This is an optimization exercise on Yosys and OpenROAD, whose aim is small area, a short achievable clock period and few clock cycles, not a production implementation. Only simulation tests tie the RTL to the original design; equivalence was not proved. Power and IR drop assume default switching activity.

## v6
==> flow/design.v (excerpt) <==
module cfd128 (
    input  wire        clk,
    input  wire        rst,
    input  wire        host_we,
    input  wire        host_re,
    input  wire [7:0]  host_addr,
    input  wire [63:0] host_wdata,
    output reg  [63:0] host_rdata,    
    output wire        busy
);
Size: ~9,600 cells after synthesis, about 690 flip-flops, about 140 I/O pins, ~0.067 mm^2 of cells after synthesis.
export LEC_CHECK = 0
export CAP_MARGIN = 20
export CORE_MARGIN = 2
export CORE_UTILIZATION = 40
export CTS_BUF_LIST = sky130_fd_sc_hd__clkbuf_4 sky130_fd_sc_hd__clkbuf_8
export PLACE_DENSITY = 0.55
export SETUP_SLACK_MARGIN = 5
export SLEW_MARGIN = 20
create_clock -name core_clock -period 10.0 [get_ports {clk}]
run.sh (not shown) runs the stock make flow with config.mk's settings and CLKGATE_MAP_FILE= SYNTH_SCRIPT=/design/flow/synth_recipe.tcl, a recipe that flattens the netlist after the stock synthesis.
Testbench counts of v6, summed over its fixed seeds: cycles 9,757.
The following lists how v7 was set up differently from v6:
-- flow/design.v --
<<< v6, line 78
    wire [134:0] op1 = {5'd0, w, 2'd0};
    wire [134:0] op2 = dmode ? {2'd0, w, 5'd0} : {6'd0, (a_q & {128{mb[1]}}), 1'b0};
    wire [134:0] op3 = (st == S_DFRAC) ? {1'd0, w, 6'd0} : {7'd0, (a_q & {128{mb[0]}})};
    wire [134:0] cs_s = op1 ^ op2 ^ op3;
    wire [134:0] cs_c = (op1 & op2) | (op1 & op3) | (op2 & op3);
>>> v7, line 78
    wire [134:0] op1 = {5'd0, w, 2'd0};
    wire [134:0] op2 = dmode ? {2'd0, w, 5'd0} : {6'd0, (a_q & {128{mb[1]}}), 1'b0};
    wire [134:0] op3 = dmode ? {1'd0, w, 6'd0} : {7'd0, (a_q & {128{mb[0]}})};
    wire [134:0] cs_s = op1 ^ op2 ^ op3;
    wire [134:0] cs_c = (op1 & op2) | (op1 & op3) | (op2 & op3);
Results
- Diff v6 -> v7: utilization after layout fell by 0.77 points; count of non-CTS inverters in the layout rose by 10; final area fell by 0.0013 mm^2; routed wire length stayed essentially flat.
- Count of mapped cells out of synthesis (lower): v7
- Of v7 and v6, v6 shows the lower final RePlAce weighted congestion, with v7 above it.
- | total power | v7 vs v6 | worse |
- Global routing usage on met2 delta (v6 -> v7): insignificant
- Non-clock buffer count: v7 vs v6 down 15
- Compared with v6, v7 shows a first-pass iteration count of the detailed router that is 10 lower.
- v7 reports a lower number of antenna repair diodes than v6 does.
- Between v7 and v6, the die width does not differ in any meaningful way.
Testbench counts of v7, summed over its fixed seeds: cycles 9,757.

--- another note on this design; it stands on its own ---

== v22 ==
Design cfd128, start of the top module:
module cfd128 (
    input  wire        clk,
    input  wire        rst,
    input  wire        host_we,
    input  wire        host_re,
    input  wire [7:0]  host_addr,
    input  wire [63:0] host_wdata,
    output reg  [63:0] host_rdata,    
    output wire        busy
);
For scale: ~11000 cells after synthesis, about 140 I/O pins, about 66000 um2 of cells after synthesis.
make LEC_CHECK=0 ABC_AREA=1 CAP_MARGIN=20 CORE_MARGIN=2 CORE_UTILIZATION=40 CTS_BUF_LIST='sky130_fd_sc_hd__clkbuf_4 sky130_fd_sc_hd__clkbuf_8' PLACE_DENSITY=0.55 SETUP_SLACK_MARGIN=5 SLEW_MARGIN=20 finish   # period 10.0 ns
run.sh (not shown) runs the stock make flow with config.mk's settings and CLKGATE_MAP_FILE= SYNTH_SCRIPT=/design/flow/synth_recipe.tcl, a recipe that flattens the netlist after the stock synthesis.
v22 | stages: all done | timing, DRC, antenna: all pass
Testbench counts of v22, summed over its fixed seeds: cycles 9,757.
Here is what was changed in the inputs of v19 compared with v22.
- setting TNS_END_PERCENT to 10 for the first time
- removing ABC_AREA (formerly 1)
==> notes.md <==
Looking at the reports, v19 completed the entire flow and the layout it produced met the timing, design-rule and antenna checks.
[compare] base=v22 new=v19: portion of the layout cell area used by clock cells now sits at about the same level, simple-gate area share of the yosys netlist now sits lower, part of the power in the clock network now sits lower.
Of the two values seen for timing startpoint of the critical path, dmode$_SDFF_PP0_ was produced by v19 and w[123]$_SDFF_PP0_ by v22.
Sum of met2 wire segment lengths after detailed routing (v19 vs. v22) decreases by more than 10%
NOTE width of the chip v22->v19 increased slightly
Min largest stage delay on the critical path across v19 and v22: v19

-- afterwards: timing with drivers on the ports --
No port has a modelled driver above. Below, the same layouts with a new extraction and two added sets of constraints.
Step 1 (the two cells are an assumption about what drives the block):
set clk [get_ports {clk}]
set_driving_cell -lib_cell sky130_fd_sc_hd__clkbuf_16 $clk
set_driving_cell -lib_cell sky130_fd_sc_hd__buf_2 [delete_from_list [all_inputs] $clk]
Step 2 adds t to the input delays and takes it off the output delays; t is the mean of the earliest and latest rising clock arrival at the registers after step 1. Input paths then give back, and output paths get back, about the clock's delay inside the block.
a / b / c = no drivers / after step 1 / after step 2; a / b = the first two.
run | shift t [ns] | setup slack, ns | clock arrival spread, ns
v6 | 1.003 | 4.299 / 4.299 / 3.980 | 0.079 / 0.079
v7 | 1.026 | 4.624 / 4.624 / 4.040 | 0.059 / 0.059
v22 | 1.047 | 4.761 / 4.761 / 4.077 | 0.102 / 0.102
v19 | 1.020 | 4.515 / 4.515 / 4.043 | 0.062 / 0.062
After both steps every run listed still meets setup and hold. For v22, which loses most, drivers alone change the setup slack by 0.000 ns; drivers and shift together by -0.684 ns.
